From an optimization exercise on the open Yosys and OpenROAD flow, aimed at small area, a short achievable clock period and few clock cycles per item; shortcuts taken in it are not production practice. Only simulation tests tie the RTL to the original design; equivalence was not proved. Power is estimated from default activity; no workload was simulated.

==> design.v <==
module fp_codec (
    input  wire         clk,
    input  wire         rst,
    input  wire         in_valid,
    output wire         in_ready,
    input  wire         in_op,
    input  wire [31:0]  in_word,
    input  wire         in_neg,
    input  wire [135:0] in_num,
    input  wire [135:0] in_den,
    output reg          out_valid,
    output reg          out_op,
    output reg  [31:0]  out_word,
    output reg  [1:0]   out_fault,
    output reg  [136:0] out_dec
);
    localparam FAULT_NONE      = 2'd0;
    localparam FAULT_OVERFLOW  = 2'd1;
    localparam FAULT_UNDERFLOW = 2'd2;
    wire        d_sign = in_word[31];
    wire [7:0]  d_exp  = in_word[30:23];
    wire [23:0] d_mant = {1'b1, in_word[22:0]};
    wire [30:0] d_x    = d_mant * 7'd100;        
    reg  [135:0] d_mag;
    reg  [62:0]  d_shr;
    reg  [7:0]   d_rsh;
    reg  [30:0]  d_q;
    reg          d_guard, d_sticky;
    reg  [136:0] d_result;
    always @(*) begin
        d_mag   = 136'd0;
        d_shr   = 63'd0;
        d_rsh   = 8'd0;
        d_q     = 31'd0;
        d_guard = 1'b0;
        d_sticky = 1'b0;
        if (d_exp >= 8'd150) begin
            d_mag = {105'd0, d_x} << (d_exp - 8'd150);
        end else begin
            d_rsh = 8'd150 - d_exp;
            if (d_rsh > 8'd63)
                d_shr = 63'd0;
            else
                d_shr = {d_x, 32'd0} >> d_rsh;
            d_q      = d_shr[62:32];
            d_guard  = d_shr[31];
            d_sticky = |d_shr[30:0];
            d_mag = {105'd0, d_q} + {135'd0, (d_guard & (d_sticky | d_q[0]))};
        end
        if (in_word == 32'd0)
            d_mag = 136'd0;
        d_result = d_sign ? -{1'b0, d_mag} : {1'b0, d_mag};
    end
    function [143:0] norm136;
        input [135:0] v;
        reg [135:0] x;
        reg [7:0]   lz;
        begin
            x  = v;
            lz = 8'd0;
            if (x[135:8]   == 128'd0) begin x = x << 128; lz[7] = 1'b1; end
            if (x[135:72]  == 64'd0)  begin x = x << 64;  lz[6] = 1'b1; end
            if (x[135:104] == 32'd0)  begin x = x << 32;  lz[5] = 1'b1; end
            if (x[135:120] == 16'd0)  begin x = x << 16;  lz[4] = 1'b1; end
            if (x[135:128] == 8'd0)   begin x = x << 8;   lz[3] = 1'b1; end
            if (x[135:132] == 4'd0)   begin x = x << 4;   lz[2] = 1'b1; end
            if (x[135:134] == 2'd0)   begin x = x << 2;   lz[1] = 1'b1; end
            if (x[135]     == 1'b0)   begin x = x << 1;   lz[0] = 1'b1; end
            norm136 = {lz, x};
        end
    endfunction
    wire [143:0] e_nn   = norm136(in_num);
    wire [143:0] e_dn   = norm136(in_den);
    wire [7:0]   e_lzn  = e_nn[143:136];
    wire [7:0]   e_lzd  = e_dn[143:136];
    wire [135:0] e_nnrm = e_nn[135:0];
    wire [135:0] e_dnrm = e_dn[135:0];
    wire signed [9:0] e_base = $signed({2'b00, e_lzd}) - $signed({2'b00, e_lzn});
    localparam S_IDLE = 1'b0;
    localparam S_DIV  = 1'b1;
    reg          state;
    reg  [136:0] rem;
    reg  [135:0] div;
    reg  [24:0]  quo;
    reg  [4:0]   cnt;
    reg  signed [9:0] ebase;
    reg          eneg;
    assign in_ready = (state == S_IDLE);
    wire         step_bit = (rem >= {1'b0, div});
    wire [136:0] step_sub = step_bit ? (rem - {1'b0, div}) : rem;
    wire [136:0] rem_next = {step_sub[135:0], 1'b0};
    wire [24:0]  quo_next = {quo[23:0], step_bit};
    wire signed [9:0] fin_e = quo_next[24] ? ebase : (ebase - 10'sd1);
    wire [22:0]  fin_f = quo_next[24] ? quo_next[23:1] : quo_next[22:0];
    wire signed [9:0] fin_b = fin_e + 10'sd127;
    always @(posedge clk) begin
        if (rst) begin
            state     <= S_IDLE;
            out_valid <= 1'b0;
            cnt       <= 5'd0;
        end else begin
            out_valid <= 1'b0;
            case (state)
                S_IDLE: begin
                    if (in_valid) begin
                        if (!in_op) begin
                            out_valid <= 1'b1;
                            out_op    <= 1'b0;
                            out_dec   <= d_result;
                        end else if (in_num == 136'd0) begin
                            out_valid <= 1'b1;
                            out_op    <= 1'b1;
                            out_word  <= 32'd0;
                            out_fault <= FAULT_NONE;
                        end else begin
                            state <= S_DIV;
                            rem   <= {1'b0, e_nnrm};
                            div   <= e_dnrm;
                            quo   <= 25'd0;
                            cnt   <= 5'd0;
                            ebase <= e_base;
                            eneg  <= in_neg;
                        end
                    end
                end
                S_DIV: begin
                    rem <= rem_next;
                    quo <= quo_next;
                    cnt <= cnt + 5'd1;
                    if (cnt == 5'd24) begin
                        state     <= S_IDLE;
                        out_valid <= 1'b1;
                        out_op    <= 1'b1;
                        if (fin_b > 10'sd255) begin
                            out_word  <= 32'd0;
                            out_fault <= FAULT_OVERFLOW;
                        end else if (fin_b < 10'sd0) begin
                            out_word  <= 32'd0;
                            out_fault <= FAULT_UNDERFLOW;
                        end else begin
                            out_word  <= {eneg, fin_b[7:0], fin_f};
                            out_fault <= FAULT_NONE;
                        end
                    end
                end
            endcase
        end
    end
endmodule
==> run.sh <==
#!/bin/bash
# synth_recipe.tcl (not shown) runs the flow's synth.tcl, then flattens the netlist and writes it again
# the make line also repeats each setting of config.mk as NAME=value (left out here)
make -C /OpenROAD-flow-scripts/flow DESIGN_CONFIG=/design/flow/config.mk WORK_HOME=/design/flow/orfs CLKGATE_MAP_FILE= SYNTH_SCRIPT=/design/flow/synth_recipe.tcl finish
==> config.mk <==
export PLATFORM = sky130hd
export DESIGN_NAME = fp_codec
export DESIGN_NICKNAME = fp_codec
export VERILOG_FILES = /design/flow/design.v
export SDC_FILE = /design/flow/constraint.sdc
export NUM_CORES = 4
export LEC_CHECK = 0
export CAP_MARGIN = 20
export CORE_MARGIN = 2
export CORE_UTILIZATION = 40
export PLACE_DENSITY = 0.6
export SLEW_MARGIN = 20
==> constraint.sdc <==
create_clock -name core_clock -period 11.0 [get_ports {clk}]
set_input_delay 2.2000 -clock core_clock [delete_from_list [all_inputs] [get_ports {clk}]]
set_output_delay 2.2000 -clock core_clock [all_outputs]
set_load 0.01 [all_outputs]
==> impl_metrics.tcl <==
set metrics [dict create \
    combPwrFrac_pct 52.8 \
    yosysWarnings 1 \
    synth_edf_count 479 \
    syn_nets 9179 \
    final_cell_mix "1152 x nor2_1, 1108 x nand2_1, 969 x a21oi_1" \
    ctsResizeCount 0 \
    finalSetupViolCount 0 \
    arrival_ns 10.87 \
    drt-vias-per-instance 6.37 \
    p_sw_mw 3.98 \
    critical_path_buf_inv_count 3 \
    drc_errors 0 \
    io_pins 483 \
    p_seq_share_pct 25.1 \
    finClkSkew_ns 0.0413 \
    layoutNonFillerInstCount 10973 \
    worst_slew_pin_slew_ns 1.22 \
    fin_setup_tns_ns 0 \
    slowest_stage "or3_1" \
    final_common_cell "nor2_1" \
    syn-mean-instance-area_um2 7.28 \
    ys.flop_type "edfxtp_1" \
    gr-total-overflow 0 \
    gp_congestion 1.07 \
    critPathMostFrequentCell "ha_1" \
    peakVddDrop_mv 0.134 \
    startpoint_type "input pin" \
    hpwl_mm 237 \
    outcome "no timing/DRC/antenna violations" \
    maxCapViolCount 0 \
    fp.dieH_um 400 \
    cts_buffers 56 \
    clock_power_share_pct 22.1 \
    worst-r2r-setup-slack_ns 3.48 \
    max-clock-path-buffers 3 \
    relSlewSlack_pct 18.9 \
    worstSetupEndpointType "flip-flop" \
    drt_iter0_markers 8221 \
    synth_seq_cells 486 \
    syn-instance-count 8610 \
    async_flop_share_pct 0 \
    cp_max_fo 9 \
    p_sw_share_pct 44.7 \
    period_needed_ns 10.45 \
    wl_per_cell_um 27.3 \
    dp_cells 10869 \
    syn_area_mm2 0.0627 \
    synthToLayoutAreaGrowth_pct 16.1 \
    antenna_found_initial 6 \
    ant_nets 0 \
    synth_top_area_share_pct 22.9 \
    required_ns 11.42 \
    cts_setup_buffers 0 \
    initial_core_util_pct 40.2 \
    hold_buffers 0 \
    placed_cell_area_mm2 0.0708 \
    hold_ws_ns 0.524 \
    final_max_slew_viol_count 0 \
    rsz0062_at_grt "no" \
    synth-seq-area-share_pct 23.2 \
    fin_nets 9438 \
    stdcell_area_mm2 0.0728 \
    crit_family "simple AND/OR/NAND/NOR gates" \
    multiInputGateArea_mm2 0.0449 \
    clk_pin_slew_ns 0.07 \
    grt_max_degree 156 \
    cell_internal_pwr_mw 4.93 \
    clkLatencyLatePin_ns 0.69 \
    cts.sinks 486 \
    path_class "in2reg" \
    grt_pass1_vias 66109 \
    max_freq_ghz 0.0957 \
    p_leak_nw 28.1 \
    port_buffers 482 \
    cts_tree "done" \
    final.fill_count 15907 \
    cts-root-buf "clkbuf_16" \
    die_w_um 400 \
    hold_class "reg2reg" \
    ys_types 121 \
    drive_above_1_share_pct 8.20 \
    cts.htree.levels 2 \
    synth_top_area_cell "edfxtp_1" \
    wl_mm 300 \
    hold_viol_final 0 \
    slowest_delay_ns 0.64 \
    core_area_mm2 0.156 \
    grtUsageTotal_pct 35.8 \
    grt_pass1_wl_mm 432 \
    seq_area_mm2 0.0145 \
    drtPass1Iterations 9 \
    powerDensity_mw_per_mm2 122 \
    via_count 69896 \
    period_share_pct 95.0 \
    yosys-top-cells-area "edfxtp_1 23%, a21oi_1 7.8%, mux2i_1 7.7%, nor2_1 6.9%, nand2_1 6.6%" \
    rows 145 \
    die_area_mm2 0.160 \
]
## metrics by stage
stage	worst slack [ns]	power (mW)	utilization (%)
finish	0.548	8.91	46.7
CTS	0.773	8.80	46.7
detailed placement	0.0702	6.80	45.4
floorplan	-1.40	4.93	-
global route	0.106	9.27	46.7
global placement	0.140	6.81	45.4
## cell usage after synthesis (59+ instances only)
| master | instances |
|---|---|
| a211oi_1 | 112 |
| a21o_1 | 162 |
| a21oi_1 | 972 |
| a31oi_1 | 124 |
| and2_1 | 90 |
| and3_1 | 59 |
| buf_1 | 122 |
| clkbuf_1 | 473 |
| edfxtp_1 | 479 |
| ha_1 | 240 |
| inv_1 | 258 |
| mux2_2 | 75 |
| mux2i_1 | 480 |
| nand2_1 | 1108 |
| nand3_1 | 149 |
| nand4_1 | 102 |
| nor2_1 | 1155 |
| nor3_1 | 195 |
| nor4_1 | 96 |
| o211ai_1 | 81 |
| o21ai_0 | 583 |
| o31ai_1 | 76 |
| or3_1 | 66 |
| xnor2_1 | 174 |
| xor2_1 | 130 |
## kinds of logic after synthesis
logic type	count (synthesis)	share of synthesized area, %
simple gates	3277	23.5
compound gates	2790	28.3
buf+inv	921	5.67
mux	572	9.62
flops	486	23.2
xor+xnor	304	4.25
fa+ha+maj	260	5.43
## worst paths after layout
check / to / startpoint / cells past startpoint
worst min-delay path: cnt[4] / cnt[4] / 1
worst min register to register: cnt[4] / cnt[4] / 1
worst max-delay path: out_dec[73] / in_word[4] / 28
worst max register to register: rem[41] / div[1] / 22
## flip-flops by register name, summed over array words and instances, names as in the netlist
| signal | count |
|---|---|
| out_op | 1 |
| div | 136 |
| out_valid | 1 |
| out_dec | 137 |
| cnt | 5 |
| eneg | 1 |
| rem | 137 |
| ebase | 9 |
| out_word | 32 |
| state | 1 |
| quo | 24 |
| out_fault | 2 |
## layer usage
| metal | part of all wire (%) | vias to the layer above | global-route usage, % | wire [µm] |
|---|---|---|---|---|
| li1 | - | 32214 | - | - |
| met1 | 38 | 33327 | 43.0 | 115000 |
| met2 | 46 | 3499 | 59.1 | 139000 |
| met3 | 8.4 | 850 | 7.44 | 25300 |
| met4 | 6.8 | 6 | 20.6 | 20500 |
| met5 | 0.014 | - | 0 | 42 |
## power by group through the flow
stage | clock (mW) | combinational (mW) | sequential, mW
CTS | 2.01 | 4.56 | 2.23
global route | 2.08 | 4.95 | 2.24
floorplan | 0 | 2.67 | 2.26
detailed placement | 0 | 4.53 | 2.27
global placement | 0 | 4.54 | 2.27
finish | 1.97 | 4.70 | 2.23
## worst reg2reg max path, delay by kind of cell, from the launching register on
kind	cells	cell delay, ns
buf+inv	3	1.17
compound gates	14	4.34
simple gates	4	0.88
flops	1	0.53
fa+ha+maj	1	0.29
## cell type report
type                       instances  share of cell area [%]
clock inverter                    42                   0.700
timing repair buffer             852                    10.7
clock buffer                      60                    1.95
multi-input combinational       7203                    61.7
tap                             2058                    3.54
antenna                            2                 0.00688
sequential                       486                    20.0
inverter                         270                    1.41
Testbench counts, summed over its fixed seeds: cycles 44,675, items 4,800.

-- static timing again, ports no longer ideal --
The results above use ideal ports. As a check the final layout listed here was re-extracted and re-timed, cells and wires unchanged. Step 1 sets driving cells, clkbuf_16 on the clock port and buf_2 on the other inputs (assumed; they add their load-dependent delay and slew). Step 2 times the ports against the registers' clock, not the clock port: input delays grow and output delays shrink by t, the midpoint of the rising clock arrivals with the driver on. Three values: no drivers, after step 1, after step 2; two values: the first two.
t, ns: 0.739
setup WS [ns]: 0.548 / 0.603 / -0.137
worst setup path after step 2: input to register
Met with ideal ports but missed after step 2: setup timing in this run. The setup slack of this run moves by +0.055 ns with the drivers and by -0.685 ns with both steps.
